This is an optimization exercise on Yosys and OpenROAD, whose aim is small area, a short achievable clock period and few clock cycles, not a production implementation. In this exercise RTL edits were held to simulation tests only and were not proved equivalent to the original.

--- flow/flow/run.sh ---
#!/bin/bash
# The standard layout (the standard.sh: standard synthesis, floorplan,
# placement, CTS, routing), with ORFS's repair_timing asked to keep 8 ns of
# setup slack at the 12 ns clock, so that it sizes and buffers the paths down
# towards a 4 ns period instead of stopping once the 12 ns clock is met.
set -euo pipefail
export SETUP_SLACK_MARGIN=8
bash standard.sh finish > standard_make.log 2>&1
test -s out/final.def
--- flow/standard.sh ---
#!/bin/bash
# synth_recipe.tcl (not shown) runs the flow's synth.tcl, then flattens the netlist and writes it again
# the make line also repeats each setting of config.mk as NAME=value (left out here)
make -C /OpenROAD-flow-scripts/flow DESIGN_CONFIG=/design/flow/config.mk WORK_HOME=/design/flow/orfs CLKGATE_MAP_FILE= SYNTH_SCRIPT=/design/flow/synth_recipe.tcl "${@:-finish}"
--- flow/design.v ---
module fm_demod (
    input  wire        clk,
    input  wire        rst,
    input  wire        cfg_valid,
    output wire        cfg_ready,
    input  wire [15:0] cfg_d,
    input  wire [15:0] cfg_alpha,
    input  wire        in_valid,
    output wire        in_ready,
    input  wire [7:0]  in_i,
    input  wire [7:0]  in_q,
    output reg         out_valid,
    output reg  [15:0] out_pcm
);
    localparam [15:0] REGMASK = 16'b1111111111111110;
    localparam integer NSTG = 15;       
    localparam integer DCYC = 8;        
    localparam integer FB   = 2;        
    localparam integer FCYC = 9;        
    localparam integer WGAP = (DCYC + 1 > FCYC + 1) ? DCYC + 1 : FCYC + 1;
    localparam integer PIPE = 5 + NSTG;             
    localparam integer BUSY = PIPE + 3;    
    localparam integer BCW  = (BUSY < 32) ? 5 : (BUSY < 64) ? 6 : 7;
    reg [15:0] alpha_c;     
    reg [15:0] dv;          
    reg [17:0] d3;          
    reg [15:0] rc;          
    reg [3:0]  gap;         
    reg        in_rdy, cfg_rdy, cfg1, cfg2;
    reg [BCW-1:0] bc;          
    assign in_ready  = in_rdy;
    assign cfg_ready = cfg_rdy;
    wire acc_in  = in_valid & in_rdy;
    wire acc_cfg = cfg_valid & cfg_rdy;
    wire        last_now  = (rc == 16'd1);
    wire        first_now = (rc == dv);
    wire [15:0] dv_fix    = (dv == 16'd0) ? 16'd1 : dv;
    wire [3:0]  gap_inc   = (gap == 4'd15) ? 4'd15 : gap + 4'd1;
    wire nl_acc  = last_now ? (dv == 16'd1) : (rc == 16'd2);
    wire rdy_idle = !last_now || (gap_inc >= WGAP);
    wire rdy_acc2 = last_now ? (!nl_acc || (1 >= WGAP))
                             : (!nl_acc || (gap_inc >= WGAP));
    wire rdy_cfg1 = (dv_fix != 16'd1) || (gap_inc >= WGAP);
    wire [BCW-1:0] bc_dec = (bc == 0) ? bc : bc - 1'b1;
    always @(posedge clk) begin
        if (rst) begin
            alpha_c <= 16'hffff;
            dv      <= 16'd1;
            d3      <= 18'd3;
            rc      <= 16'd1;
            gap     <= 4'd15;
            in_rdy  <= 1'b0;
            cfg_rdy <= 1'b0;
            cfg1    <= 1'b0;
            cfg2    <= 1'b0;
            bc      <= 0;
        end else begin
            cfg1 <= acc_cfg;
            cfg2 <= cfg1;
            if (cfg2)
                d3 <= {2'b0, dv} + {1'b0, dv, 1'b0};
            if (acc_cfg) begin
                dv      <= cfg_d;
                alpha_c <= cfg_alpha;
            end else if (cfg1) begin
                dv  <= dv_fix;
                rc  <= dv_fix;
            end else if (acc_in) begin
                rc  <= last_now ? dv : rc - 16'd1;
            end
            if (acc_in && last_now)
                gap <= 4'd1;
            else
                gap <= gap_inc;
            if (acc_in && last_now)
                bc <= BUSY;
            else
                bc <= bc_dec;
            if (acc_cfg)
                in_rdy <= 1'b0;
            else if (cfg1)
                in_rdy <= rdy_cfg1;
            else if (acc_in)
                in_rdy <= rdy_acc2;
            else
                in_rdy <= rdy_idle;
            cfg_rdy <= (acc_in && last_now) ? 1'b0 : (bc_dec == 0) && !acc_cfg;
        end
    end
    reg [7:0] r1_i, r1_q;
    reg       v1, f1, l1;
    reg [19:0] pc_e, pd_e;
    always @(posedge clk) begin
        r1_i <= in_i;
        r1_q <= in_q;
        f1   <= first_now;
        l1   <= last_now;
        if (rst) v1 <= 1'b0;
        else     v1 <= acc_in;
    end
    wire signed [8:0] a1 = {~r1_i[7], r1_i[6:0], 1'b1};
    wire signed [8:0] b1 = {~r1_q[7], r1_q[6:0], 1'b1};
    reg        rst1;
    always @(posedge clk) rst1 <= rst;
    wire       prst = rst1 | cfg1;
    wire [8:0] nc = prst ? 9'd255 : a1;
    wire [8:0] nd = prst ? 9'd0   : b1;
    wire [19:0] nc_e, nd_e;
    fm_booth9 enc_c (.y(nc), .e(nc_e));
    fm_booth9 enc_d (.y(nd), .e(nd_e));
    always @(posedge clk) begin
        if (prst || v1) begin
            pc_e  <= nc_e;
            pd_e  <= nd_e;
        end
    end
    wire [8:0] na1 = {r1_i[7], ~r1_i[6:0], 1'b1};    
    wire [8:0] nb1 = {r1_q[7], ~r1_q[6:0], 1'b1};    
    wire [17:0] re_s1, re_c1, im_s1, im_c1;
    wire [9:0]  re_t1, im_t1;
    fm_mul2cs mre (.x0(a1), .x0n(na1), .e0(pc_e), .x1(b1),  .x1n(nb1), .e1(pd_e),
                   .s(re_s1), .c(re_c1), .t(re_t1));
    fm_mul2cs mim (.x0(b1), .x0n(nb1), .e0(pc_e), .x1(na1), .x1n(a1),  .e1(pd_e),
                   .s(im_s1), .c(im_c1), .t(im_t1));
    reg [17:0] re_s, re_c, im_s, im_c;
    reg [9:0]  re_t, im_t;
    reg v2p, f2p, l2p;
    always @(posedge clk) begin
        re_t <= re_t1;
        im_t <= im_t1;
        re_s <= re_s1;
        re_c <= re_c1;
        im_s <= im_s1;
        im_c <= im_c1;
        f2p <= f1;
        l2p <= l1;
        if (rst) v2p <= 1'b0;
        else     v2p <= v1;
    end
    reg signed [17:0] re2, im2;
    reg v2, f2, l2;
    always @(posedge clk) begin
        re2 <= re_s + re_c + {re_t, 8'd0};
        im2 <= im_s + im_c + {im_t, 8'd0};
        f2  <= f2p;
        l2  <= l2p;
        if (rst) v2 <= 1'b0;
        else     v2 <= v2p;
    end
    wire sr2 = re2[17];
    wire si2 = im2[17];
    wire [17:0] x1c = (re2 ^ {18{sr2}}) + (im2 ^ {18{si2}}) + {17'd0, sr2} + {17'd0, si2};
    wire [17:0] y1c = (re2 ^ {18{~si2}}) + (im2 ^ {18{sr2}}) + {17'd0, ~si2} + {17'd0, sr2};
    reg [17:0] x3;
    reg [17:0] y3;
    reg sr3, si3, ax3, v3, f3, l3;
    always @(posedge clk) begin
        x3  <= x1c;
        y3  <= y1c;
        sr3 <= sr2;
        si3 <= si2;
        ax3 <= (im2 == 18'sd0);
        f3  <= f2;
        l3  <= l2;
        if (rst) v3 <= 1'b0;
        else     v3 <= v2;
    end
    function integer WY;
        input integer i;
        begin
            if (i <= 1)       WY = 23;
            else if (i >= 14) WY = 10;
            else              WY = 24 - i;
        end
    endfunction
    wire [22*17-1:0] xs;
    wire [23*17-1:0] ys;
    wire [16*17-1:0] bs;      
    wire [6*17-1:0]  fl;      
    assign xs[22*1 +: 22] = {x3, 4'b0};
    assign ys[23*1 +: 23] = {y3[17], y3, 4'b0};
    assign bs[16*1 +: 16] = 16'd0;
    assign fl[6*1 +: 6]   = {sr3, si3, ax3, v3, f3, l3};
    genvar gi;
    generate
        for (gi = 1; gi <= 15; gi = gi + 1) begin : it
            localparam integer W  = WY(gi);
            localparam integer WN = WY(gi + 1);
            wire [21:0]         xi = xs[22*gi +: 22];
            wire [22:0]         yslot = ys[23*gi +: 23];
            wire signed [W-1:0] yi = yslot[W-1:0];
            wire                pos = ~yi[W-1];
            wire signed [21:0]  ysh = yi >>> gi;           
            wire [22:0]         xsh = {1'b0, xi} >> gi;
            wire [21:0]         xn  = pos ? xi + ysh : xi - ysh;
            wire [WN-1:0]       yn  = pos ? yi[WN-1:0] - xsh[WN-1:0]
                                          : yi[WN-1:0] + xsh[WN-1:0];
            wire [15:0]         bn  = bs[16*gi +: 16] | ({15'd0, pos} << gi);
            wire [22:0]         yne = {{(23-WN){yn[WN-1]}}, yn};
            if (REGMASK[gi]) begin : r
                reg [21:0] xr;
                reg [22:0] yr;
                reg [15:0] br;
                reg [5:0]  fr;
                always @(posedge clk) begin
                    xr <= xn;
                    yr <= yne;
                    br <= bn;
                    fr <= fl[6*gi +: 6];
                    if (rst) fr[2] <= 1'b0;
                end
                assign xs[22*(gi+1) +: 22] = xr;
                assign ys[23*(gi+1) +: 23] = yr;
                assign bs[16*(gi+1) +: 16] = br;
                assign fl[6*(gi+1) +: 6]   = fr;
            end else begin : c
                assign xs[22*(gi+1) +: 22] = xn;
                assign ys[23*(gi+1) +: 23] = yne;
                assign bs[16*(gi+1) +: 16] = bn;
                assign fl[6*(gi+1) +: 6]   = fl[6*gi +: 6];
            end
        end
    endgenerate
    wire [15:0] bz = bs[16*16 +: 16];
    wire [5:0]  flz = fl[6*16 +: 6];
    wire        srz = flz[5], siz = flz[4], axz = flz[3];
    function [18:0] ztab;
        input [6:0] k;    
        case (k)
            7'd0: ztab = 19'h7d3dd;
            7'd1: ztab = 19'h7e3db;
            7'd2: ztab = 19'h7f3d3;
            7'd3: ztab = 19'h003d1;
            7'd4: ztab = 19'h01389;
            7'd5: ztab = 19'h02387;
            7'd6: ztab = 19'h0337f;
            7'd7: ztab = 19'h0437d;
            7'd8: ztab = 19'h0514b;
            7'd9: ztab = 19'h06149;
            7'd10: ztab = 19'h07141;
            7'd11: ztab = 19'h0813f;
            7'd12: ztab = 19'h090f7;
            7'd13: ztab = 19'h0a0f5;
            7'd14: ztab = 19'h0b0ed;
            7'd15: ztab = 19'h0c0eb;
            7'd16: ztab = 19'h0c141;
            7'd17: ztab = 19'h0d13f;
            7'd18: ztab = 19'h0e137;
            7'd19: ztab = 19'h0f135;
            7'd20: ztab = 19'h100ed;
            7'd21: ztab = 19'h110eb;
            7'd22: ztab = 19'h120e3;
            7'd23: ztab = 19'h130e1;
            7'd24: ztab = 19'h13eaf;
            7'd25: ztab = 19'h14ead;
            7'd26: ztab = 19'h15ea5;
            7'd27: ztab = 19'h16ea3;
            7'd28: ztab = 19'h17e5b;
            7'd29: ztab = 19'h18e59;
            7'd30: ztab = 19'h19e51;
            7'd31: ztab = 19'h1ae4f;
            7'd32: ztab = 19'h641bd;
            7'd33: ztab = 19'h651bb;
            7'd34: ztab = 19'h661b3;
            7'd35: ztab = 19'h671b1;
            7'd36: ztab = 19'h68169;
            7'd37: ztab = 19'h69167;
            7'd38: ztab = 19'h6a15f;
            7'd39: ztab = 19'h6b15d;
            7'd40: ztab = 19'h6bf2b;
            7'd41: ztab = 19'h6cf29;
            7'd42: ztab = 19'h6df21;
            7'd43: ztab = 19'h6ef1f;
            7'd44: ztab = 19'h6fed7;
            7'd45: ztab = 19'h70ed5;
            7'd46: ztab = 19'h71ecd;
            7'd47: ztab = 19'h72ecb;
            7'd48: ztab = 19'h72f21;
            7'd49: ztab = 19'h73f1f;
            7'd50: ztab = 19'h74f17;
            7'd51: ztab = 19'h75f15;
            7'd52: ztab = 19'h76ecd;
            7'd53: ztab = 19'h77ecb;
            7'd54: ztab = 19'h78ec3;
            7'd55: ztab = 19'h79ec1;
            7'd56: ztab = 19'h7ac8f;
            7'd57: ztab = 19'h7bc8d;
            7'd58: ztab = 19'h7cc85;
            7'd59: ztab = 19'h7dc83;
            7'd60: ztab = 19'h7ec3b;
            7'd61: ztab = 19'h7fc39;
            7'd62: ztab = 19'h00c31;
            7'd63: ztab = 19'h01c2f;
            7'd64: ztab = 19'h165fd;
            7'd65: ztab = 19'h175fb;
            7'd66: ztab = 19'h185f3;
            7'd67: ztab = 19'h195f1;
            7'd68: ztab = 19'h1a5a9;
            7'd69: ztab = 19'h1b5a7;
            7'd70: ztab = 19'h1c59f;
            7'd71: ztab = 19'h1d59d;
            7'd72: ztab = 19'h1e36b;
            7'd73: ztab = 19'h1f369;
            7'd74: ztab = 19'h20361;
            7'd75: ztab = 19'h2135f;
            7'd76: ztab = 19'h22317;
            7'd77: ztab = 19'h23315;
            7'd78: ztab = 19'h2430d;
            7'd79: ztab = 19'h2530b;
            7'd80: ztab = 19'h25361;
            7'd81: ztab = 19'h2635f;
            7'd82: ztab = 19'h27357;
            7'd83: ztab = 19'h28355;
            7'd84: ztab = 19'h2930d;
            7'd85: ztab = 19'h2a30b;
            7'd86: ztab = 19'h2b303;
            7'd87: ztab = 19'h2c301;
            7'd88: ztab = 19'h2d0cf;
            7'd89: ztab = 19'h2e0cd;
            7'd90: ztab = 19'h2f0c5;
            7'd91: ztab = 19'h300c3;
            7'd92: ztab = 19'h3107b;
            7'd93: ztab = 19'h32079;
            7'd94: ztab = 19'h33071;
            7'd95: ztab = 19'h3406f;
            7'd96: ztab = 19'h4af9d;
            7'd97: ztab = 19'h4bf9b;
            7'd98: ztab = 19'h4cf93;
            7'd99: ztab = 19'h4df91;
            7'd100: ztab = 19'h4ef49;
            7'd101: ztab = 19'h4ff47;
            7'd102: ztab = 19'h50f3f;
            7'd103: ztab = 19'h51f3d;
            7'd104: ztab = 19'h52d0b;
            7'd105: ztab = 19'h53d09;
            7'd106: ztab = 19'h54d01;
            7'd107: ztab = 19'h55cff;
            7'd108: ztab = 19'h56cb7;
            7'd109: ztab = 19'h57cb5;
            7'd110: ztab = 19'h58cad;
            7'd111: ztab = 19'h59cab;
            7'd112: ztab = 19'h59d01;
            7'd113: ztab = 19'h5acff;
            7'd114: ztab = 19'h5bcf7;
            7'd115: ztab = 19'h5ccf5;
            7'd116: ztab = 19'h5dcad;
            7'd117: ztab = 19'h5ecab;
            7'd118: ztab = 19'h5fca3;
            7'd119: ztab = 19'h60ca1;
            7'd120: ztab = 19'h61a6f;
            7'd121: ztab = 19'h62a6d;
            7'd122: ztab = 19'h63a65;
            7'd123: ztab = 19'h64a63;
            7'd124: ztab = 19'h65a1b;
            7'd125: ztab = 19'h66a19;
            7'd126: ztab = 19'h67a11;
            7'd127: ztab = 19'h68a0f;
            default: ztab = 19'h0;
        endcase
    endfunction
    wire [18:0] p1 = ztab({srz, siz, bz[1], bz[2], bz[3], bz[4], bz[5]});
    wire [18:0] fz = {7'd0, bz[6], bz[7], bz[8], bz[9], bz[10], bz[11], bz[12],
                      bz[13], bz[14], bz[15], 2'b00};
    wire [18:0] zz = p1 + fz;
    wire signed [15:0] phic = axz ? (srz ? 16'sd25736 : 16'sd0) : zz[18:3];
    reg signed [15:0] phi;
    reg vp, fp, lp;
    always @(posedge clk) begin
        phi <= phic;
        fp  <= flz[1];
        lp  <= flz[0];
        if (rst) vp <= 1'b0;
        else     vp <= flz[2];
    end
    reg signed [31:0] sum;
    reg               dstart;
    always @(posedge clk) begin
        if (vp)
            sum <= fp ? {{16{phi[15]}}, phi} : sum + {{16{phi[15]}}, phi};
        if (rst) dstart <= 1'b0;
        else     dstart <= vp & lp;
    end
    localparam integer NQ = 2 * DCYC;
    wire [31:0] mag = sum[31] ? -sum : sum;
    reg  [15:0] drem;
    reg  [NQ-1:0] dquo;
    reg         dneg;
    reg  [3:0]  dcnt;
    reg         ddone;
    wire [17:0] r4 = {drem, dquo[NQ-1:NQ-2]};
    reg  [15:0] ddv;
    reg  [17:0] dd3;
    reg  [15:0] dal;
    reg         dnew, ypend;
    wire [18:0] t1 = {1'b0, r4} - {3'b0, ddv};
    wire [18:0] t2 = {1'b0, r4} - {2'b0, ddv, 1'b0};
    wire [18:0] t3 = {1'b0, r4} - {1'b0, dd3};
    wire [15:0] nrem = !t3[18] ? t3[15:0] : !t2[18] ? t2[15:0] :
                       !t1[18] ? t1[15:0] : r4[15:0];
    wire [1:0]  qd   = !t3[18] ? 2'd3 : !t2[18] ? 2'd2 : !t1[18] ? 2'd1 : 2'd0;
    wire [NQ-1:0] nquo = {dquo[NQ-3:0], qd};
    always @(posedge clk) begin
        if (rst) begin
            dcnt  <= 4'd0;
            ddone <= 1'b0;
        end else begin
            ddone <= (dcnt == 4'd1);
            if (dstart) begin
                dcnt <= DCYC;
            end else if (dcnt != 4'd0) begin
                dcnt <= dcnt - 4'd1;
            end
        end
        if (rst)
            ypend <= 1'b0;
        else if (cfg1)
            ypend <= 1'b1;
        else if (dstart)
            ypend <= 1'b0;
        if (dstart) begin
            ddv  <= dv;
            dd3  <= d3;
            dal  <= alpha_c;
            dnew <= ypend;
            dneg <= sum[31];
        end
        if (dstart) begin
            drem <= mag[NQ+15:NQ];
            dquo <= mag[NQ-1:0];
        end else begin
            drem <= nrem;
            dquo <= nquo;
        end
    end
    reg signed [23:0] yprev;
    reg signed [25:0] facc;
    reg signed [24:0] fdiff;
    reg [15:0]        fco;
    reg [3:0]         fcnt;
    reg               fdone, ovld;
    wire signed [15:0] avg = dneg ? -$signed({1'b0, dquo[14:0]}) : $signed({1'b0, dquo[14:0]});
    reg                fnew;
    wire        yb0  = dnew;
    wire [26:0] ybse = yb0 ? 27'd0 : {{3{yprev[23]}}, yprev};
    wire [26:0] yadd = (fdone & !dnew) ? {facc[25], facc} : 27'd0;
    wire [26:0] diff27 = {{3{avg[15]}}, avg, 8'd0} - ybse - yadd;
    wire signed [24:0] diffc = diff27[24:0];
    reg  [26:0] ppr;
    wire [26:0] d27  = {{2{fdiff[24]}}, fdiff};
    wire [26:0] ppc  = (fco[0] ? d27 : 27'd0) + (fco[1] ? {d27[25:0], 1'b0} : 27'd0);
    wire [27:0] fsum = {{2{facc[25]}}, facc} + {ppr[26], ppr};
    always @(posedge clk) begin
        if (rst) begin
            fcnt  <= 4'd0;
            fdone <= 1'b0;
        end else begin
            fdone <= (fcnt == 4'd1);
            if (ddone)
                fcnt <= FCYC;
            else if (fcnt != 4'd0)
                fcnt <= fcnt - 4'd1;
        end
        if (ddone) begin
            fdiff <= diffc;
            fnew  <= dnew;
        end
        if (ddone)
            fco <= dal;
        else
            fco <= fco >> FB;
        if (fcnt == FCYC)
            facc <= {fdiff[24], fdiff};
        else
            facc <= fsum[27:2];
        ppr <= ppc;
    end
    reg  [25:0] w;
    wire [30:0] yr = {yprev, 7'd0} + ~{{5{w[25]}}, w} + 31'd1;
    wire [16:0] yq = yr[30:14];
    wire [15:0] pcm = (yq[16] != yq[15]) ? (yq[16] ? 16'h8000 : 16'h7fff) : yq[15:0];
    reg         ovld2;
    always @(posedge clk) begin
        if (rst)
            yprev <= 24'sd0;
        else if (fcnt == 4'd4 && fnew)
            yprev <= 24'sd0;       
        else if (fdone)
            yprev <= yprev + facc[23:0];
        if (rst) begin
            ovld      <= 1'b0;
            ovld2     <= 1'b0;
            out_valid <= 1'b0;
        end else begin
            ovld      <= fdone;
            ovld2     <= ovld;
            out_valid <= ovld2;
        end
        w       <= {{2{yprev[23]}}, yprev} + {yprev[23], yprev, 1'b0}
                   - (yprev[23] ? 26'd16383 : 26'd0);
        out_pcm <= pcm;
    end
endmodule
module fm_mul2cs (
    input  wire [8:0]  x0, x0n, x1, x1n,   
    input  wire [19:0] e0, e1,    
    output wire [17:0] s, c,
    output wire [9:0]  t
);
    wire [3:0] m0k0_e = e0[3:0];
    wire [9:0] m0k0_pp = ({10{m0k0_e[0]}} & {x0[8], x0}) | ({10{m0k0_e[1]}} & {x0, 1'b0}) |
                        ({10{m0k0_e[2]}} & {x0n[8], x0n}) | ({10{m0k0_e[3]}} & {x0n, 1'b0});
    wire [17:0] m0k0_row = {{8{m0k0_pp[9]}}, m0k0_pp};
    wire [3:0] m0k1_e = e0[7:4];
    wire [9:0] m0k1_pp = ({10{m0k1_e[0]}} & {x0[8], x0}) | ({10{m0k1_e[1]}} & {x0, 1'b0}) |
                        ({10{m0k1_e[2]}} & {x0n[8], x0n}) | ({10{m0k1_e[3]}} & {x0n, 1'b0});
    wire [17:0] m0k1_row = {{6{m0k1_pp[9]}}, m0k1_pp, 2'd0};
    wire [3:0] m0k2_e = e0[11:8];
    wire [9:0] m0k2_pp = ({10{m0k2_e[0]}} & {x0[8], x0}) | ({10{m0k2_e[1]}} & {x0, 1'b0}) |
                        ({10{m0k2_e[2]}} & {x0n[8], x0n}) | ({10{m0k2_e[3]}} & {x0n, 1'b0});
    wire [17:0] m0k2_row = {{4{m0k2_pp[9]}}, m0k2_pp, 4'd0};
    wire [3:0] m0k3_e = e0[15:12];
    wire [9:0] m0k3_pp = ({10{m0k3_e[0]}} & {x0[8], x0}) | ({10{m0k3_e[1]}} & {x0, 1'b0}) |
                        ({10{m0k3_e[2]}} & {x0n[8], x0n}) | ({10{m0k3_e[3]}} & {x0n, 1'b0});
    wire [17:0] m0k3_row = {{2{m0k3_pp[9]}}, m0k3_pp, 6'd0};
    wire [3:0] m0k4_e = e0[19:16];
    wire [9:0] m0k4_pp = ({10{m0k4_e[0]}} & {x0[8], x0}) | ({10{m0k4_e[1]}} & {x0, 1'b0}) |
                        ({10{m0k4_e[2]}} & {x0n[8], x0n}) | ({10{m0k4_e[3]}} & {x0n, 1'b0});
    wire [17:0] m0k4_row = {{0{m0k4_pp[9]}}, m0k4_pp, 8'd0};
    wire [3:0] m1k0_e = e1[3:0];
    wire [9:0] m1k0_pp = ({10{m1k0_e[0]}} & {x1[8], x1}) | ({10{m1k0_e[1]}} & {x1, 1'b0}) |
                        ({10{m1k0_e[2]}} & {x1n[8], x1n}) | ({10{m1k0_e[3]}} & {x1n, 1'b0});
    wire [17:0] m1k0_row = {{8{m1k0_pp[9]}}, m1k0_pp};
    wire [3:0] m1k1_e = e1[7:4];
    wire [9:0] m1k1_pp = ({10{m1k1_e[0]}} & {x1[8], x1}) | ({10{m1k1_e[1]}} & {x1, 1'b0}) |
                        ({10{m1k1_e[2]}} & {x1n[8], x1n}) | ({10{m1k1_e[3]}} & {x1n, 1'b0});
    wire [17:0] m1k1_row = {{6{m1k1_pp[9]}}, m1k1_pp, 2'd0};
    wire [3:0] m1k2_e = e1[11:8];
    wire [9:0] m1k2_pp = ({10{m1k2_e[0]}} & {x1[8], x1}) | ({10{m1k2_e[1]}} & {x1, 1'b0}) |
                        ({10{m1k2_e[2]}} & {x1n[8], x1n}) | ({10{m1k2_e[3]}} & {x1n, 1'b0});
    wire [17:0] m1k2_row = {{4{m1k2_pp[9]}}, m1k2_pp, 4'd0};
    wire [3:0] m1k3_e = e1[15:12];
    wire [9:0] m1k3_pp = ({10{m1k3_e[0]}} & {x1[8], x1}) | ({10{m1k3_e[1]}} & {x1, 1'b0}) |
                        ({10{m1k3_e[2]}} & {x1n[8], x1n}) | ({10{m1k3_e[3]}} & {x1n, 1'b0});
    wire [17:0] m1k3_row = {{2{m1k3_pp[9]}}, m1k3_pp, 6'd0};
    wire [3:0] m1k4_e = e1[19:16];
    wire [9:0] m1k4_pp = ({10{m1k4_e[0]}} & {x1[8], x1}) | ({10{m1k4_e[1]}} & {x1, 1'b0}) |
                        ({10{m1k4_e[2]}} & {x1n[8], x1n}) | ({10{m1k4_e[3]}} & {x1n, 1'b0});
    assign t = m1k4_pp;
    wire [17:0] cs0s = m0k0_row ^ m0k1_row ^ m0k2_row;
    wire [17:0] cs0c = ((m0k0_row & m0k1_row) | (m0k0_row & m0k2_row) | (m0k1_row & m0k2_row)) << 1;
    wire [17:0] cs1s = m0k3_row ^ m0k4_row ^ m1k0_row;
    wire [17:0] cs1c = ((m0k3_row & m0k4_row) | (m0k3_row & m1k0_row) | (m0k4_row & m1k0_row)) << 1;
    wire [17:0] cs2s = m1k1_row ^ m1k2_row ^ m1k3_row;
    wire [17:0] cs2c = ((m1k1_row & m1k2_row) | (m1k1_row & m1k3_row) | (m1k2_row & m1k3_row)) << 1;
    wire [17:0] cs3s = cs0s ^ cs0c ^ cs1s;
    wire [17:0] cs3c = ((cs0s & cs0c) | (cs0s & cs1s) | (cs0c & cs1s)) << 1;
    wire [17:0] cs4s = cs1c ^ cs2s ^ cs2c;
    wire [17:0] cs4c = ((cs1c & cs2s) | (cs1c & cs2c) | (cs2s & cs2c)) << 1;
    wire [17:0] cs5s = cs3s ^ cs3c ^ cs4s;
    wire [17:0] cs5c = ((cs3s & cs3c) | (cs3s & cs4s) | (cs3c & cs4s)) << 1;
    wire [17:0] cs6s = cs5s ^ cs5c ^ cs4c;
    wire [17:0] cs6c = ((cs5s & cs5c) | (cs5s & cs4c) | (cs5c & cs4c)) << 1;
    assign s = cs6s;
    assign c = cs6c;
endmodule
module fm_booth9 (
    input  wire [8:0]  y,
    output wire [19:0] e
);
    wire [9:0] ye = {y[8], y, 1'b0};
    wire k0b2 = ye[2], k0b1 = ye[1], k0b0 = ye[0];
    wire k0one = k0b1 ^ k0b0;
    wire k0two = (k0b2 & ~k0b1 & ~k0b0) | (~k0b2 & k0b1 & k0b0);
    assign e[3:0] = {k0two & k0b2, k0one & k0b2, k0two & ~k0b2, k0one & ~k0b2};
    wire k1b2 = ye[4], k1b1 = ye[3], k1b0 = ye[2];
    wire k1one = k1b1 ^ k1b0;
    wire k1two = (k1b2 & ~k1b1 & ~k1b0) | (~k1b2 & k1b1 & k1b0);
    assign e[7:4] = {k1two & k1b2, k1one & k1b2, k1two & ~k1b2, k1one & ~k1b2};
    wire k2b2 = ye[6], k2b1 = ye[5], k2b0 = ye[4];
    wire k2one = k2b1 ^ k2b0;
    wire k2two = (k2b2 & ~k2b1 & ~k2b0) | (~k2b2 & k2b1 & k2b0);
    assign e[11:8] = {k2two & k2b2, k2one & k2b2, k2two & ~k2b2, k2one & ~k2b2};
    wire k3b2 = ye[8], k3b1 = ye[7], k3b0 = ye[6];
    wire k3one = k3b1 ^ k3b0;
    wire k3two = (k3b2 & ~k3b1 & ~k3b0) | (~k3b2 & k3b1 & k3b0);
    assign e[15:12] = {k3two & k3b2, k3one & k3b2, k3two & ~k3b2, k3one & ~k3b2};
    wire k4b2 = ye[9], k4b1 = ye[9], k4b0 = ye[8];
    wire k4one = k4b1 ^ k4b0;
    wire k4two = (k4b2 & ~k4b1 & ~k4b0) | (~k4b2 & k4b1 & k4b0);
    assign e[19:16] = {k4two & k4b2, k4one & k4b2, k4two & ~k4b2, k4one & ~k4b2};
endmodule
--- flow/config.mk ---
export PLATFORM = sky130hd
export DESIGN_NAME = fm_demod
export DESIGN_NICKNAME = fm_demod
export VERILOG_FILES = /design/flow/design.v
export SDC_FILE = /design/flow/constraint.sdc
export NUM_CORES = 4
export LEC_CHECK = 0
export CAP_MARGIN = 20
export CORE_MARGIN = 2
export CORE_UTILIZATION = 40
export CTS_CLUSTER_DIAMETER = 100
export CTS_CLUSTER_SIZE = 20
export SLEW_MARGIN = 20
--- flow/constraint.sdc ---
create_clock -name core_clock -period 12.0 [get_ports {clk}]
set_input_delay 2.4000 -clock core_clock [delete_from_list [all_inputs] [get_ports {clk}]]
set_output_delay 2.4000 -clock core_clock [all_outputs]
set_load 0.01 [all_outputs]
==> impl_metrics.env, run 1 <==
export IMPL_die_x_um=466
export IMPL_final_cells=12100
export IMPL_critPathLaunch="dquo[5]$_DFF_P_"
export IMPL_core_um2=212000
export IMPL_gp_congestion=0.879
export IMPL_period_needed_ns=3.85
export IMPL_drcViolationCount=0
export IMPL_grt_max_degree=79
export IMPL_antenna_found_initial=0
export IMPL_root_buffer="clkbuf_16"
export IMPL_period_share_pct=32.1
export IMPL_cts_sinks=1303
export IMPL_synth_top_area_cell="dfxtp_1"
export IMPL_postCtsHoldBufs=0
export IMPL_holdCritStartpoint="it[3].r.br[3]$_DFF_P_"
export IMPL_dieArea_um2=217000
export IMPL_die_y_um=466
export IMPL_netlist_area_um2=85400
export IMPL_crit_path_start_kind="flip-flop"
export IMPL_status="no timing/DRC/antenna violations"
export IMPL_synth_seq_area_share_pct=32.2
export IMPL_clockBufferDepth=3
export IMPL_cap_viol_max_count=0
export IMPL_synthCells=9282
export IMPL_nets=10500
export IMPL_tns_ns=0
export IMPL_cts_buffers=77
export IMPL_synthTopCellsByArea="dfxtp_1 27%, ha_1 14%, xnor2_1 6.6%"
export IMPL_fin_skew_ns=0.0261
export IMPL_max_freq_ghz=0.259
export IMPL_viasPerCell=5.27
export IMPL_ys_warn_count=1
export IMPL_floorplan_initialDensity_pct=40.3
export IMPL_arrival_ns=4.33
export IMPL_grt_pass1_vias=62900
export IMPL_ant_nets=0
export IMPL_vias=63800
export IMPL_finalHoldViolCount=0
export IMPL_wl_met3_um=7400
export IMPL_finalMaxSlewViolations=0
export IMPL_critical_path_slowest_cell="or4_1"
export IMPL_routed_wl_met2_um=96500
export IMPL_route_top_layer_used="met4"
export IMPL_rsz0062_at_grt="true"
export IMPL_drive_gt1_share_pct=5.14
export IMPL_slowest_delay_ns=0.57
export IMPL_whs_ns=0.315
export IMPL_grt_pass1_wl_um=325000
export IMPL_clk_pin_slew_ns=0.09
export IMPL_ys_top_cells_by_count="1159 x dfxtp_1, 963 x ha_1, 822 x nor2_1"
export IMPL_path_class="reg -> reg"
export IMPL_required_ns=12.48
export IMPL_rows=169
export IMPL_antennaDiodeCount=0
export IMPL_boundaryPins=71
export IMPL_synth_edf_count=144
export IMPL_tightest_slew_ns=1.10
export IMPL_first_iter_violations=3551
export IMPL_yosysMostFrequentCell="dfxtp_1"
export IMPL_gr_total_overflow=0
export IMPL_totalWireLength_um=200000
export IMPL_hold_class="reg -> reg"
export IMPL_clk_latency_ns=0.73
export IMPL_finalSetupViolations=0
export IMPL_syn2layout_area_growth_pct=7.69
export IMPL_cp_max_fo=6
export IMPL_synth_top_area_share_pct=27.2
export IMPL_ys_ff_latch=1303
export IMPL_cts_tree="built"
export IMPL_grtUsageTotal_pct=17.9
export IMPL_wirelength_met1_um=90800
export IMPL_synth_cell_types=90
export IMPL_syn_area_per_cell_um2=9.20
export IMPL_end_kind="flip-flop"
export IMPL_port_buffer_count=70
export IMPL_cts_max_level=3
export IMPL_synthFlopType="dfxtp_1"
export IMPL_first_pass_iters=6
export IMPL_rr_startpoint="dquo[5]$_DFF_P_"
export IMPL_slew_headroom_pct=26.4
export IMPL_dp_cells=12000
export IMPL_hpwl_um=152000
export IMPL_wl_per_cell_um=16.5
export IMPL_cp_cell_sequence="or4_1 > or3_1 > or2_1 > o21ai_0 > xor2_1 > fa_1 > inv_1 > ha_1 > and3_1 > a211oi_2 > a21oi_1 > xnor2_1"
export IMPL_async_flop_share_pct=0
[worst paths after layout]
check / endpoint / slack [ns] / depth (start not counted)
worst max register to register: fdiff[24]$_DFFE_PP_ / 8.15 / 12
worst min register to register: it[4].r.br[3]$_DFF_P_ / 0.32 / 0
worst min-delay path: it[4].r.br[3]$_DFF_P_ / 0.32 / 0
worst max-delay path: fdiff[24]$_DFFE_PP_ / 8.15 / 12
[flip-flops by register name, indices dropped and copies added (netlist names), 24 cells and up]
| name | cells |
|---|---|
| ppr | 27 |
| yprev | 24 |
| it.r.br | 114 |
| fdiff | 25 |
| it.r.xr | 268 |
| sum | 32 |
| it.r.yr | 205 |
| facc | 26 |
| it.r.fr | 89 |
| w | 26 |
[cells by family (layout without fill, tap and decap cells)]
family          Yosys count  in the layout  share of synthesized area [%]
compound gates         2091           2091                           15.7
xor+xnor               1044           1044                           10.7
fa+ha+maj              1208           1208                           19.9
buf+inv                 947            943                           4.17
flops                  1303           1303                           32.2
mux                     288            288                           3.62
other cells               1              2                        0.00439
simple gates           2400           2400                           13.7
[per-stage QoR]
step | utilization (%) | cell area [um2] | setup slack [ns]
finish | 43.3 | 91900 | 8.15
global route | 43.3 | 91900 | 7.91
CTS | 43.1 | 91500 | 7.88
detailed placement | 42.0 | 89000 | 7.24
global placement | 42.0 | 89000 | 7.16
floorplan | - | 85400 | 8.06
[cell usage in the layout (no fill, tap or decap), types with 22 or more instances in the layout]
cell / instances
nand3b_1: 31
or2_2: 30
a21oi_1: 650
a21boi_0: 25
buf_4: 70
nand2_1: 423
nor2b_1: 220
nor2_1: 819
nor3_1: 238
xor2_1: 395
xnor2_1: 648
inv_1: 676
dfxtp_2: 22
dfxtp_1: 1135
o21ai_1: 55
nand2b_1: 122
clkdlybuf4s50_1: 50
o21ai_0: 332
o41ai_1: 31
nand3_1: 111
a211oi_1: 152
o31ai_1: 43
a21o_1: 204
ha_1: 962
a31oi_1: 81
nand4_1: 31
edfxtp_1: 144
o211ai_1: 26
nor4_1: 40
and3_1: 88
clkbuf_16: 80
o21a_1: 128
fa_1: 244
clkbuf_1: 23
and2_1: 93
mux2_2: 134
o21bai_1: 102
or3_1: 40
mux2i_1: 148
[layout make-up]
type                       instances  area, um2
sequential                      1303      27600
multi-input combinational       7033      54700
timing repair buffer             147       1300
clock inverter                    13        160
inverter                         679       2550
clock buffer                     104       2100
fill                           20600     120000
tap                             2821       3530
[timing repair]
item	4_1_cts	5_1_grt
pin swaps	1	7
endpoints found under the setup margin	54	88
resized for setup	47	83
buffers inserted	3	13
cloned	1	2
endpoints found under the hold margin	0	0
[routing by layer]
metal  vias up  track usage (%)
li1      32200                -
met1     30100             23.4
met2      1184             31.3
met3       300             2.06
met4         0             4.69
met5         -                0
[worst max-delay path, delay by kind of cell, from the launching register on]
family / cells / cell delay [ns]
buf+inv: 1 / 0.07
fa+ha+maj: 2 / 0.72
xor+xnor: 2 / 0.48
compound gates: 3 / 0.59
flops: 1 / 0.39
simple gates: 4 / 1.36
Testbench counts, summed over its fixed seeds: cycles 40,880.
==> run 2, diff against run 1 <==
--- a/flow/config.mk
+++ b/flow/config.mk
@@ -9,3 +9,3 @@
 export CORE_MARGIN = 2
-export CORE_UTILIZATION = 40
+export CORE_UTILIZATION = 55
 export CTS_CLUSTER_DIAMETER = 100
==> run 2 against run 1 <==
Against the previous run:
- register-to-register slack worse by 0.07 ns
- synthesized cell count unchanged
- routed wire length up 1.6%
- largest cell class unchanged
- synthesized area unchanged
- setup slack worse by 0.069 ns
- still clean on timing, DRC and antenna
- design area down 0.90%
==> impl_metrics.env, run 2 <==
export IMPL_rows=144
export IMPL_port_buffer_count=70
export IMPL_synth_edf_count=144
export IMPL_cts_sinks=1303
export IMPL_ant_nets=0
export IMPL_max_freq_ghz=0.255
export IMPL_synth_simple_area_share_pct=13.7
export IMPL_final_cells=11300
export IMPL_clockBufferDepth=3
export IMPL_ys_warn_count=1
export IMPL_synthCells=9282
export IMPL_die_x_um=398
export IMPL_clk_pin_slew_ns=0.09
export IMPL_antenna_found_initial=3
export IMPL_whs_ns=0.313
export IMPL_largest_reg_flops=268
export IMPL_finalHoldViolCount=0
export IMPL_wl_per_cell_um=17.9
export IMPL_rsz0062_at_grt="true"
export IMPL_cap_viol_max_count=0
export IMPL_die_y_um=398
export IMPL_synth_mux_area_share_pct=3.62
export IMPL_gr_total_overflow=0
export IMPL_first_iter_violations=3876
export IMPL_regMostFlops="it.r.xr"
export IMPL_hpwl_um=155000
export IMPL_path_class="reg -> reg"
export IMPL_synthFlopType="dfxtp_1"
export IMPL_netlist_area_um2=85400
export IMPL_worst_path_buf_inv=1
export IMPL_floorplan_initialDensity_pct=55.4
export IMPL_slew_headroom_pct=29.4
export IMPL_drcViolationCount=0
export IMPL_clk_latency_ns=0.72
export IMPL_finalWorstSetupSlack_ns=8.08
export IMPL_vias=63700
export IMPL_finalMaxSlewViolations=0
export IMPL_dp_cells=11200
export IMPL_status="no timing/DRC/antenna violations"
export IMPL_ys_ff_latch=1303
export IMPL_cts_tree="built"
export IMPL_hold_class="reg -> reg"
export IMPL_grtUsageTotal_pct=25.2
export IMPL_root_buffer="clkbuf_16"
export IMPL_synth_cell_types=90
export IMPL_rrSetupSlack_ns=8.08
export IMPL_required_ns=12.45
export IMPL_critical_path_slowest_cell="or4_1"
export IMPL_ys_top_cells_by_count="1159 x dfxtp_1, 963 x ha_1, 822 x nor2_1"
export IMPL_crit_family="simple AND/OR/NAND/NOR gates"
export IMPL_grt_pass1_vias=61100
export IMPL_core_um2=154000
export IMPL_synth_top_family_by_area="adder cells"
export IMPL_yosysMostFrequentCell="dfxtp_1"
export IMPL_cp_max_fo=6
export IMPL_synth_compound_area_share_pct=15.7
export IMPL_crit_path_start_kind="flip-flop"
export IMPL_period_needed_ns=3.92
export IMPL_syn_area_per_cell_um2=9.20
export IMPL_arrival_ns=4.37
export IMPL_end_kind="flip-flop"
export IMPL_drive_gt1_share_pct=5.13
export IMPL_grt_pass1_wl_um=326000
export IMPL_gp_congestion=0.876
export IMPL_synthAdderAreaFrac_pct=19.9
export IMPL_period_share_pct=32.7
export IMPL_cts_buffers=77
export IMPL_synth_top_area_share_pct=27.2
export IMPL_syn2layout_area_growth_pct=6.72
export IMPL_fin_skew_ns=0.0446
export IMPL_tns_ns=0
export IMPL_first_pass_iters=6
export IMPL_synthTopCellsByArea="dfxtp_1 27%, ha_1 14%, xnor2_1 6.6%"
export IMPL_pre_cts_slack_ns=7.14
export IMPL_top_regs="it.r.xr: 268 flops, it.r.yr: 205 flops, it.r.br: 114 flops"
export IMPL_synth_top_area_cell="dfxtp_1"
export IMPL_finalSetupViolations=0
export IMPL_layout_commonest_cell="dfxtp_1"
export IMPL_synthXorXnorAreaFrac_pct=10.7
export IMPL_boundaryPins=71
export IMPL_slowest_delay_ns=0.60
export IMPL_dieArea_um2=158000
export IMPL_cp_cell_sequence="or4_1 > or3_1 > or2_1 > o21ai_1 > xor2_2 > fa_1 > inv_1 > ha_1 > and3_1 > a211oi_2 > a21oi_1 > xnor2_1"
export IMPL_async_flop_share_pct=0
export IMPL_tightest_slew_ns=1.06
export IMPL_cts_max_level=3
export IMPL_synth_seq_area_share_pct=32.2
export IMPL_most_common_layout_cells="1141 x dfxtp_1, 960 x ha_1, 818 x nor2_1"
export IMPL_totalWireLength_um=203000
export IMPL_nets=10500
export IMPL_postCtsHoldBufs=0
export IMPL_viasPerCell=5.62
export IMPL_grt_max_degree=82
==> run 2: cell counts after synthesis <==
No cell type changed its count.
==> run 2: final cells by class <==
class,instances,area [um2]
diodes,19,47.5
clock buffers,107,2130
clock inverters,13,158
fillers,13700,62900
inverters,679,2560
multi-input cells,7033,54800
flip-flops and latches,1303,27600
well taps,2044,2560
repair buffers,148,1320
repair inverters,2,10.0
==> run 2: logic make-up after synthesis <==
logic type                 Yosys count
and+or+nand+nor                   2400
AOI/OAI and AO/OA                 2091
DFF                               1303
adders and majority gates         1208
xor gates and xnor gates          1044
buffers and inverters              947
muxes                              288
other                                1
==> run 2: final timing paths <==
check             startpoint                  end  cells past startpoint
min          im_s[1]$_DFF_P_       im2[1]$_DFF_P_                      0
min reg2reg  im_s[1]$_DFF_P_       im2[1]$_DFF_P_                      0
max          dquo[5]$_DFF_P_  fdiff[24]$_DFFE_PP_                     12
max reg2reg  dquo[5]$_DFF_P_  fdiff[24]$_DFFE_PP_                     12
==> run 2: repair_timing <==
action	CTS	global route
buffers inserted	3	19
endpoints found under the setup margin	48	116
cloned	1	3
gates resized for setup	42	87
pin swaps	0	12
==> run 2: routing by layer <==
metal  vias to the layer above  share of wire [%]  GRT usage, %  routed length, um
li1                      32200                  -             -                  -
met1                     30200                 47          35.0              96100
met4                         0                2.3          5.83               4670
met3                       215                3.9          2.66               7900
met2                      1171                 47          42.1              94600
met5                         -                  0             0                  0
==> run 2: per-stage QoR <==
step                      cell area, um2  utilization [%]
after floorplan                    85400                -
after global placement             88000             57.2
after detailed placement           88000             57.2
after CTS                          90500             58.7
after global routing               91100             59.1
final                              91100             59.1
==> run 3, diff against run 2 <==
--- a/flow/config.mk
+++ b/flow/config.mk
@@ -7,7 +7,7 @@
 export LEC_CHECK = 0
-export CAP_MARGIN = 20
+export CAP_MARGIN = 0
 export CORE_MARGIN = 2
-export CORE_UTILIZATION = 55
+export CORE_UTILIZATION = 40
 export CTS_CLUSTER_DIAMETER = 100
 export CTS_CLUSTER_SIZE = 20
-export SLEW_MARGIN = 20
+export SLEW_MARGIN = 0
==> run 3 against run 2 <==
Against the previous run:
- still clean on timing, DRC and antenna
- sequential share of layout area shrank 0.27 points
- non-clock buffer count fell by 1
- clock skew down 0.018 ns
- core utilization shrank 16 points
- critical path depth is the same
- critical path type unchanged
==> impl_metrics.env, run 3 <==
export IMPL_status="no timing/DRC/antenna violations"
export IMPL_grt_pass1_vias=62900
export IMPL_dp_cells=12000
export IMPL_cts_sinks=1303
export IMPL_synthTopCellsByArea="dfxtp_1 27%, ha_1 14%, xnor2_1 6.6%"
export IMPL_crit_path_start_kind="flip-flop"
export IMPL_antenna_found_initial=0
export IMPL_async_flop_share_pct=0
export IMPL_arrival_ns=4.31
export IMPL_clockBufferDepth=3
export IMPL_max_freq_ghz=0.260
export IMPL_n_fill_cell=20600
export IMPL_synthFlopType="dfxtp_1"
export IMPL_cap_viol_max_count=0
export IMPL_post_dp_cell_area_um2=89000
export IMPL_root_buffer="clkbuf_16"
export IMPL_finalMaxSlewViolations=0
export IMPL_yosysMostFrequentCell="dfxtp_1"
export IMPL_boundaryPins=71
export IMPL_gp_congestion=0.879
export IMPL_tightest_slew_ns=1.13
export IMPL_tns_ns=0
export IMPL_synth_top_area_cell="dfxtp_1"
export IMPL_regMostFlops="it.r.xr"
export IMPL_grt_pass1_wl_um=325000
export IMPL_finalHoldViolCount=0
export IMPL_rows=169
export IMPL_synth_edf_count=144
export IMPL_antennaDiodeCount=0
export IMPL_nets=10500
export IMPL_r2r_end="fdiff[24]$_DFFE_PP_"
export IMPL_r2r_cells=12
export IMPL_gr_total_overflow=0
export IMPL_required_ns=12.47
export IMPL_port_buffer_count=70
export IMPL_floorplan_initialDensity_pct=40.3
export IMPL_hpwl_um=152000
export IMPL_grtUsageTotal_pct=17.9
export IMPL_core_um2=212000
export IMPL_rr_startpoint="dquo[5]$_DFF_P_"
export IMPL_netlist_area_um2=85400
export IMPL_seqCellArea_um2=27600
export IMPL_syn2layout_area_growth_pct=7.69
export IMPL_first_iter_violations=3479
export IMPL_syn_area_per_cell_um2=9.20
export IMPL_largest_reg_flops=268
export IMPL_clk_latency_ns=0.73
export IMPL_synth_seq_area_share_pct=32.2
export IMPL_cp_max_fo=6
export IMPL_viasPerCell=5.28
export IMPL_first_pass_iters=6
export IMPL_cts_buffers=77
export IMPL_path_class="reg -> reg"
export IMPL_ant_nets=0
export IMPL_most_common_layout_cells="1136 x dfxtp_1, 962 x ha_1, 819 x nor2_1"
export IMPL_slew_headroom_pct=24.3
export IMPL_synth_cell_types=90
export IMPL_clk_pin_slew_ns=0.09
export IMPL_synthCells=9282
export IMPL_synth_top_area_share_pct=27.2
export IMPL_die_x_um=466
export IMPL_layout_commonest_cell="dfxtp_1"
export IMPL_multi_input_area_um2=54700
export IMPL_period_share_pct=32.0
export IMPL_top_regs="it.r.xr: 268 flops, it.r.yr: 205 flops, it.r.br: 114 flops"
export IMPL_cts_tree="built"
export IMPL_ys_top_cells_by_count="1159 x dfxtp_1, 963 x ha_1, 822 x nor2_1"
export IMPL_holdCritStartpoint="it[3].r.br[3]$_DFF_P_"
export IMPL_finalSetupViolations=0
export IMPL_dieArea_um2=217000
export IMPL_min_to="it[4].r.br[3]$_DFF_P_"
export IMPL_die_y_um=466
export IMPL_hold_class="reg -> reg"
export IMPL_ys_warn_count=1
export IMPL_fin_area_um2=91900
export IMPL_grt_max_degree=79
export IMPL_rrSetupSlack_ns=8.16
export IMPL_fin_skew_ns=0.0266
export IMPL_final_cells=12100
export IMPL_holdPathStages=0
export IMPL_ys_ff_latch=1303
export IMPL_period_needed_ns=3.84
export IMPL_whs_ns=0.316
export IMPL_vias=63800
export IMPL_rsz0062_at_grt="true"
export IMPL_totalWireLength_um=200000
export IMPL_drive_gt1_share_pct=5.12
export IMPL_cts_max_level=3
export IMPL_drcViolationCount=0
export IMPL_end_kind="flip-flop"
export IMPL_wl_per_cell_um=16.5
[run 3: kinds of logic (layout without fill, tap and decap cells)]
logic type | after synthesis | count (layout) | share of synthesized area [%]
AND/OR/NAND/NOR | 2400 | 2400 | 13.7
AO/OA/AOI/OAI | 2091 | 2091 | 15.7
flip-flops | 1303 | 1303 | 32.2
adder cells (fa/ha/maj) | 1208 | 1208 | 19.9
XOR/XNOR | 1044 | 1044 | 10.7
buffers and inverters | 947 | 943 | 4.17
multiplexers | 288 | 288 | 3.62
other | 1 | 2 | 0.00439
[run 3: stage by stage]
stage / util [%] / worst slack [ns]
finish: 43.3 / 8.16
detailed placement: 42.0 / 7.24
floorplan: - / 8.06
global route: 43.3 / 7.91
CTS: 43.1 / 7.88
global placement: 42.0 / 7.16
[run 3: how the worst max path moves through the flow]
stage                                       from                      end
final                            dquo[5]$_DFF_P_      fdiff[24]$_DFFE_PP_
after global routing      it[9].r.yr[10]$_DFF_P_  it[10].r.xr[20]$_DFF_P_
after CTS                       fdone$_SDFF_PP0_      fdiff[24]$_DFFE_PP_
after detailed placement        fdone$_SDFF_PP0_      fdiff[23]$_DFFE_PP_
after global placement          fdone$_SDFF_PP0_      fdiff[24]$_DFFE_PP_
after floorplan                 fdone$_SDFF_PP0_      fdiff[23]$_DFFE_PP_
[run 3: layer usage]
layer	vias up	global-route usage (%)	routed length [um]	part of all wire, %
li1	32200	-	-	-
met1	30200	23.4	90800	45
met2	1173	31.3	96600	48
met3	309	2.06	7270	3.6
met4	0	4.69	5410	2.7
met5	-	0	0	0
[run 3: cell type report]
class	count	area share, %
Multi-Input combinational cell	7033	59.5
Sequential cell	1303	30.0
Tap cell	2821	3.84
Inverter	679	2.78
Clock buffer	104	2.29
Timing Repair Buffer	147	1.41
Clock inverter	13	0.174
[run 3: what timing repair did]
action	in CTS	in global routing
endpoints found under the setup margin	54	88
gates cloned	1	2
resized for setup	47	83
hold buffers	0	0
setup buffers	3	13
pin swaps	1	7
hold endpoints to repair	0	0
[run 3: critical path: stages, from the launching register on]
cell,delay (ns)
dfxtp_1,0.39
or4_1,0.57
or3_1,0.38
or2_1,0.22
o21ai_0,0.18
xor2_1,0.34
fa_1,0.45
inv_1,0.07
ha_1,0.26
and3_1,0.19
a211oi_2,0.29
a21oi_1,0.12
xnor2_1,0.13
==> run 4, diff against run 3 <==
==> flow/flow/run.sh (replaced) <==
#!/bin/bash
# The standard layout (the standard.sh: standard synthesis, floorplan,
# placement, CTS, routing), with ORFS's repair_timing asked to keep 8.5 ns of
# setup slack at the 12 ns clock, so that it sizes and buffers the paths down
# towards a 3.5 ns period instead of stopping once the 12 ns clock is met.
set -euo pipefail
export SETUP_SLACK_MARGIN=8.5
bash standard.sh finish > standard_make.log 2>&1
test -s out/final.def
--- a/flow/config.mk
+++ b/flow/config.mk
@@ -7,3 +7,3 @@
 export LEC_CHECK = 0
-export CAP_MARGIN = 0
+export CAP_MARGIN = 20
 export CORE_MARGIN = 2
@@ -12,2 +12,2 @@
 export CTS_CLUSTER_SIZE = 20
-export SLEW_MARGIN = 0
+export SLEW_MARGIN = 20
==> run 4 against run 3 <==
Against the previous run:
- still clean
- die area is the same
- synthesized area is the same
- hold slack lost 0.0071 ns
- non-clock buffer count grew 213
- first-iteration DRC count grew 8.8%
- clock skew grew 0.012 ns
- setup slack gained 0.11 ns
- maximum frequency grew 3.1%
- core utilization grew 1.9 points
- design area grew 4.4%
- critical path type unchanged
- largest cell class unchanged
==> impl_metrics.env, run 4 <==
export IMPL_boundaryPins=71
export IMPL_status="no timing/DRC/antenna violations"
export IMPL_most_common_layout_cells="1063 x dfxtp_1, 934 x ha_1, 801 x nor2_1"
export IMPL_first_pass_iters=6
export IMPL_floorplan_initialDensity_pct=40.3
export IMPL_path_class="reg -> reg"
export IMPL_die_x_um=466
export IMPL_finalMaxSlewViolations=0
export IMPL_fin_area_um2=96000
export IMPL_hpwl_um=153000
export IMPL_fin_util_pct=45.3
export IMPL_tightest_slew_ns=1.07
export IMPL_slew_headroom_pct=28.7
export IMPL_rows=169
export IMPL_synth_top_area_cell="dfxtp_1"
export IMPL_cap_viol_max_count=0
export IMPL_port_buffer_count=70
export IMPL_ys_ff_latch=1303
export IMPL_largest_reg_flops=268
export IMPL_synth_seq_area_share_pct=32.2
export IMPL_r2r_cells=11
export IMPL_postCtsHoldBufs=0
export IMPL_grt_pass1_wl_um=332000
export IMPL_routed_wl_met2_um=102000
export IMPL_dieArea_um2=217000
export IMPL_finalSetupViolations=0
export IMPL_finalWorstSetupSlack_ns=8.27
export IMPL_yosysMostFrequentCell="dfxtp_1"
export IMPL_first_iter_violations=3785
export IMPL_clockBufferDepth=3
export IMPL_nets=10700
export IMPL_hold_class="reg -> reg"
export IMPL_clk_pin_slew_ns=0.09
export IMPL_holdCritStartpoint="it[3].r.br[3]$_DFF_P_"
export IMPL_rr_startpoint="dquo[5]$_DFF_P_"
export IMPL_period_share_pct=31.0
export IMPL_syn2layout_area_growth_pct=12.4
export IMPL_min_to="it[4].r.br[3]$_DFF_P_"
export IMPL_pre_cts_slack_ns=7.18
export IMPL_clk_latency_ns=0.72
export IMPL_synth_cell_types=90
export IMPL_cp_max_fo=5
export IMPL_critical_path_slowest_cell="or4_4"
export IMPL_grtUsageTotal_pct=18.4
export IMPL_ant_nets=0
export IMPL_totalWireLength_um=209000
export IMPL_crit_path_start_kind="flip-flop"
export IMPL_holdPathStages=0
export IMPL_core_um2=212000
export IMPL_slowest_delay_ns=0.54
export IMPL_wl_met3_um=8090
export IMPL_synthFlopType="dfxtp_1"
export IMPL_die_y_um=466
export IMPL_route_top_layer_used="met4"
export IMPL_synthCells=9282
export IMPL_grt_pass1_vias=63900
export IMPL_fin_skew_ns=0.0389
export IMPL_end_kind="flip-flop"
export IMPL_top_regs="it.r.xr: 268 flops, it.r.yr: 205 flops, it.r.br: 114 flops"
export IMPL_wl_per_cell_um=16.9
export IMPL_period_needed_ns=3.73
export IMPL_grt_max_degree=80
export IMPL_root_buffer="clkbuf_16"
export IMPL_synthTopCellsByArea="dfxtp_1 27%, ha_1 14%, xnor2_1 6.6%"
export IMPL_synth_top_area_share_pct=27.2
export IMPL_cts_sinks=1303
export IMPL_wirelength_met1_um=93900
export IMPL_cts_max_level=3
export IMPL_viasPerCell=5.32
export IMPL_synth_edf_count=144
export IMPL_finalHoldViolCount=0
export IMPL_r2r_end="fdiff[24]$_DFFE_PP_"
export IMPL_cts_tree="built"
export IMPL_crit_family="simple AND/OR/NAND/NOR gates"
export IMPL_gr_total_overflow=0
export IMPL_drcViolationCount=0
export IMPL_layout_commonest_cell="dfxtp_1"
export IMPL_arrival_ns=4.20
export IMPL_drive_gt1_share_pct=11.2
export IMPL_ys_top_cells_by_count="1159 x dfxtp_1, 963 x ha_1, 822 x nor2_1"
export IMPL_gp_congestion=0.880
export IMPL_worst_path_buf_inv=0
export IMPL_cp_depth=11
export IMPL_rrSetupSlack_ns=8.27
export IMPL_async_flop_share_pct=0
export IMPL_ys_warn_count=1
export IMPL_regMostFlops="it.r.xr"
export IMPL_vias=65400
export IMPL_max_freq_ghz=0.268
export IMPL_cp_cell_sequence="or4_4 > or3_1 > or2_4 > o21ai_1 > xnor2_2 > fa_1 > ha_1 > or2_2 > a21oi_1 > a21oi_2 > xnor2_1"
export IMPL_netlist_area_um2=85400
export IMPL_required_ns=12.47
export IMPL_whs_ns=0.309
export IMPL_post_dp_cell_area_um2=89100
export IMPL_tns_ns=0
export IMPL_rsz0062_at_grt="true"
export IMPL_antenna_found_initial=0
export IMPL_syn_area_per_cell_um2=9.20
export IMPL_cts_buffers=76
[run 4: worst max-delay path by stage]
stage                           from                  end  slack [ns]
CTS                   dnew$_DFFE_PP_  fdiff[24]$_DFFE_PP_        8.26
floorplan                  cfg_valid  rc[15]$_SDFFE_PP0P_        8.44
global placement    fdone$_SDFF_PP0_  fdiff[24]$_DFFE_PP_        7.15
detailed placement  fdone$_SDFF_PP0_  fdiff[24]$_DFFE_PP_        7.18
finish               dquo[5]$_DFF_P_  fdiff[24]$_DFFE_PP_        8.27
global route         dquo[4]$_DFF_P_  fdiff[23]$_DFFE_PP_        8.18
[run 4: final cells by class]
cell class	count	area (um2)
Timing Repair inverter	2	10.0
Clock inverter	8	125
Tap cell	2821	3530
Clock buffer	103	2050
Inverter	679	2570
Multi-Input combinational cell	7034	56500
Timing Repair Buffer	360	3490
Fill cell	20100	116000
Antenna cell	1	2.50
Sequential cell	1303	27800
[run 4: metrics by stage]
step,std cells
final,12300
after global routing,12300
after CTS,12200
after detailed placement,12000
after global placement,12000
after floorplan,9283
[run 4: cell families (layout without fill, tap and decap cells)]
logic type | after synthesis | in the layout | share of synthesized area [%]
compound gates | 2091 | 2091 | 15.7
xor+xnor | 1044 | 1044 | 10.7
fa+ha+maj | 1208 | 1208 | 19.9
buf+inv | 947 | 1152 | 4.17
flops | 1303 | 1303 | 32.2
mux | 288 | 288 | 3.62
other cells | 1 | 3 | 0.00439
simple gates | 2400 | 2401 | 13.7
[run 4: per-layer routing]
layer	global-route usage (%)	up-vias
met5	0	-
met4	4.48	0
met3	2.19	309
met2	32.3	1243
met1	23.9	31300
li1	-	32600
[run 4: repair_timing]
item                       4_1_cts  5_1_grt
setup endpoints to repair      257      231
resized for setup              357      398
pin swaps                       45      160
buffers inserted               105      123
gates cloned                     4        6
==> run 5, diff against run 4 <==
--- a/flow/design.v
+++ b/flow/design.v
@@ -35,3 +35,2 @@
     wire        last_now  = (rc == 16'd1);
-    wire        first_now = (rc == dv);
     wire [15:0] dv_fix    = (dv == 16'd0) ? 16'd1 : dv;
@@ -90,3 +89,3 @@
     reg [7:0] r1_i, r1_q;
-    reg       v1, f1, l1;
+    reg       v1, l1;
     reg [19:0] pc_e, pd_e;
@@ -95,4 +94,3 @@
         r1_q <= in_q;
-        f1   <= first_now;
-        l1   <= last_now;
+        l1   <= acc_in ? last_now : acc_cfg;
         if (rst) v1 <= 1'b0;
@@ -126,3 +124,3 @@
     reg [9:0]  re_t, im_t;
-    reg v2p, f2p, l2p;
+    reg v2p, l2p;
     always @(posedge clk) begin
@@ -134,3 +132,2 @@
         im_c <= im_c1;
-        f2p <= f1;
         l2p <= l1;
@@ -140,3 +137,3 @@
     reg signed [17:0] re2, im2;
-    reg v2, f2, l2;
+    reg v2, l2;
     always @(posedge clk) begin
@@ -144,3 +141,2 @@
         im2 <= im_s + im_c + {im_t, 8'd0};
-        f2  <= f2p;
         l2  <= l2p;
@@ -155,3 +151,3 @@
     reg [17:0] y3;
-    reg sr3, si3, ax3, v3, f3, l3;
+    reg sr3, si3, ax3, v3, l3;
     always @(posedge clk) begin
@@ -162,3 +158,2 @@
         ax3 <= (im2 == 18'sd0);
-        f3  <= f2;
         l3  <= l2;
@@ -182,3 +177,3 @@
     assign bs[16*1 +: 16] = 16'd0;
-    assign fl[6*1 +: 6]   = {sr3, si3, ax3, v3, f3, l3};
+    assign fl[6*1 +: 6]   = {sr3, si3, ax3, v3, 1'b0, l3};    
     genvar gi;
@@ -366,6 +361,5 @@
     reg signed [15:0] phi;
-    reg vp, fp, lp;
+    reg vp, lp;
     always @(posedge clk) begin
         phi <= phic;
-        fp  <= flz[1];
         lp  <= flz[0];
@@ -376,5 +370,10 @@
     reg               dstart;
+    reg               nf;         
     always @(posedge clk) begin
         if (vp)
-            sum <= fp ? {{16{phi[15]}}, phi} : sum + {{16{phi[15]}}, phi};
+            sum <= nf ? {{16{phi[15]}}, phi} : sum + {{16{phi[15]}}, phi};
+        if (rst)
+            nf <= 1'b1;
+        else if (vp | lp)
+            nf <= lp;
         if (rst) dstart <= 1'b0;
==> flow/flow/run.sh (replaced) <==
#!/bin/bash
# The standard layout (the standard.sh: standard synthesis, floorplan,
# placement, CTS, routing), with ORFS's repair_timing asked to keep 8 ns of
# setup slack at the 12 ns clock, so that it sizes and buffers the paths down
# towards a 4 ns period instead of stopping once the 12 ns clock is met.
set -euo pipefail
export SETUP_SLACK_MARGIN=8
bash standard.sh finish > standard_make.log 2>&1
test -s out/final.def
==> run 5 against run 4 <==
Against the previous run:
- via count is 3.6% lower
- die area is 0.94% lower
- non-clock buffer count is 224 lower
- critical endpoint unchanged
==> impl_metrics.env, run 5 <==
export IMPL_postCtsHoldBufs=0
export IMPL_tightest_slew_ns=1.08
export IMPL_tns_ns=0
export IMPL_synthFlopType="dfxtp_1"
export IMPL_core_um2=210000
export IMPL_worst_path_buf_inv=1
export IMPL_period_share_pct=33.8
export IMPL_clockBufferDepth=3
export IMPL_grt_pass1_wl_um=318000
export IMPL_synth_top_area_share_pct=27.0
export IMPL_synth_seq_area_share_pct=32.1
export IMPL_top_regs="it.r.xr: 268 flops, it.r.yr: 205 flops, it.r.br: 114 flops"
export IMPL_grt_max_degree=72
export IMPL_viasPerCell=5.27
export IMPL_cts_tree="built"
export IMPL_drcViolationCount=0
export IMPL_hpwl_um=148000
export IMPL_first_iter_violations=3619
export IMPL_die_y_um=464
export IMPL_boundaryPins=71
export IMPL_gp_congestion=0.863
export IMPL_rows=168
export IMPL_end_kind="flip-flop"
export IMPL_rr_startpoint="dquo[5]$_DFF_P_"
export IMPL_synth_cell_types=86
export IMPL_cp_cell_sequence="or4_1 > or3_1 > o21ai_1 > xor2_1 > fa_1 > inv_1 > ha_1 > a21o_1 > a21o_1 > a21oi_2 > a21oi_1 > a2111o_1 > a21oi_1 > xnor2_1"
export IMPL_max_freq_ghz=0.247
export IMPL_grt_pass1_vias=61400
export IMPL_status="no timing/DRC/antenna violations"
export IMPL_first_pass_iters=6
export IMPL_holdPathStages=0
export IMPL_drive_gt1_share_pct=4.96
export IMPL_whs_ns=0.305
export IMPL_crit_path_start_kind="flip-flop"
export IMPL_finalSetupViolations=0
export IMPL_min_to="it[8].r.fr[5]$_DFF_P_"
export IMPL_most_common_layout_cells="1117 x dfxtp_1, 963 x ha_1, 781 x nor2_1"
export IMPL_vias=63100
export IMPL_antennaDiodeCount=0
export IMPL_clk_latency_ns=0.72
export IMPL_synthTopCellsByArea="dfxtp_1 27%, ha_1 14%, xnor2_1 6.6%"
export IMPL_slowest_delay_ns=0.56
export IMPL_ys_ff_latch=1284
export IMPL_synthCells=9190
export IMPL_synth_edf_count=144
export IMPL_gr_total_overflow=0
export IMPL_nets=10400
export IMPL_floorplan_initialDensity_pct=40.3
export IMPL_holdCritStartpoint="it[7].r.fr[5]$_DFF_P_"
export IMPL_clk_pin_slew_ns=0.10
export IMPL_dieArea_um2=215000
export IMPL_antenna_found_initial=0
export IMPL_die_x_um=464
export IMPL_port_buffer_count=70
export IMPL_cp_max_fo=5
export IMPL_cts_buffers=74
export IMPL_regMostFlops="it.r.xr"
export IMPL_yosysMostFrequentCell="dfxtp_1"
export IMPL_ys_warn_count=1
export IMPL_cap_viol_max_count=0
export IMPL_ys_top_cells_by_count="1140 x dfxtp_1, 963 x ha_1, 785 x nor2_1"
export IMPL_syn2layout_area_growth_pct=7.51
export IMPL_rrSetupSlack_ns=7.95
==> run 5: final cells by class <==
class / instances / area [um2]
repair inverters: 1 / 5.00
clock buffers: 99 / 2020
multi-input cells: 6984 / 54400
flip-flops and latches: 1284 / 27200
inverters: 658 / 2470
repair buffers: 136 / 1230
well taps: 2805 / 3510
clock inverters: 7 / 121
fillers: 20500 / 119000
==> run 5: worst max-delay path by stage <==
| stage | startpoint | end | slack, ns | depth (start not counted) |
|---|---|---|---|---|
| floorplan | r1_q[7]$_DFF_P_ | im_s[16]$_DFF_P_ | 8.07 | 10 |
| global placement | cfg_valid | rc[0]$_SDFFE_PP1P_ | 6.74 | 6 |
| detailed placement | cfg_valid | rc[0]$_SDFFE_PP1P_ | 6.92 | 6 |
| CTS | dquo[5]$_DFF_P_ | fdiff[24]$_DFFE_PP_ | 7.83 | 14 |
| global route | dquo[5]$_DFF_P_ | fdiff[24]$_DFFE_PP_ | 7.77 | 14 |
| finish | dquo[5]$_DFF_P_ | fdiff[24]$_DFFE_PP_ | 7.95 | 14 |
==> run 5: stage by stage <==
stage               instances  util (%)
finish                  12000      43.3
global route            12000      43.3
floorplan                9191         -
global placement        11900      42.0
detailed placement      11900      42.0
CTS                     12000      43.1
==> run 5: cell families after synthesis <==
family	share of synthesized area (%)
AND/OR/NAND/NOR	13.9
XOR/XNOR	10.8
buffers and inverters	4.10
multiplexers	3.62
adder cells (fa/ha/maj)	20.1
AO/OA/AOI/OAI	15.4
other	0.00443
flip-flops	32.1
==> run 5: metal layers <==
metal	track usage, %	vias to the layer above	wire length [um]
met5	0	-	0
met3	1.76	264	6550
li1	-	31900	-
met4	4.26	0	4600
met2	30.4	1102	92900
met1	23.4	29800	89200
==> run 5: repair_timing <==
item	CTS	global route
resized for setup	59	80
pin swaps	0	8
cloned	0	2
buffers inserted	0	10
endpoints found under the setup margin	58	70
Testbench counts of run 5, summed over its fixed seeds: cycles 40,880.

[afterwards: timing with drivers on the ports]
Ports are ideal in the flow. The routed layouts listed here were re-timed in OpenROAD. Step 1: set_driving_cell puts a clkbuf_16 on clk and a buf_2 on each other input, an assumption about the parent block. Step 2 moves the port delays by t, midway between the first and last clock arrival at a register: inputs arrive t later, outputs are due t later. That takes back most of the time a late clock gives input paths. a / b / c = no drivers / after step 1 / after step 2; a / b = the first two.
run | t (ns) | slack for setup (ns) | worst hold slack (ns) | worst setup path after step 2 | latest minus earliest clock arrival (ns)
run 1 | 0.792 | 8.145 / 8.134 / 7.460 | 0.315 / 0.315 / 0.315 | input to register | 0.040 / 0.041
run 2 | 0.778 | 8.076 / 8.076 / 7.499 | 0.313 / 0.313 / 0.313 | input to register | 0.045 / 0.045
run 3 | 0.793 | 8.160 / 8.130 / 7.438 | 0.316 / 0.316 / 0.316 | input to register | 0.042 / 0.042
run 4 | 0.786 | 8.274 / 8.274 / 7.864 | 0.309 / 0.309 / 0.309 | input to register | 0.043 / 0.044
run 5 | 0.784 | 7.949 / 7.949 / 7.609 | 0.305 / 0.305 / 0.305 | input to register | 0.037 / 0.037
After both steps setup and hold are still met in every run listed. The setup slack of run 3, which loses most, moves by -0.030 ns with the drivers and by -0.722 ns with both steps.
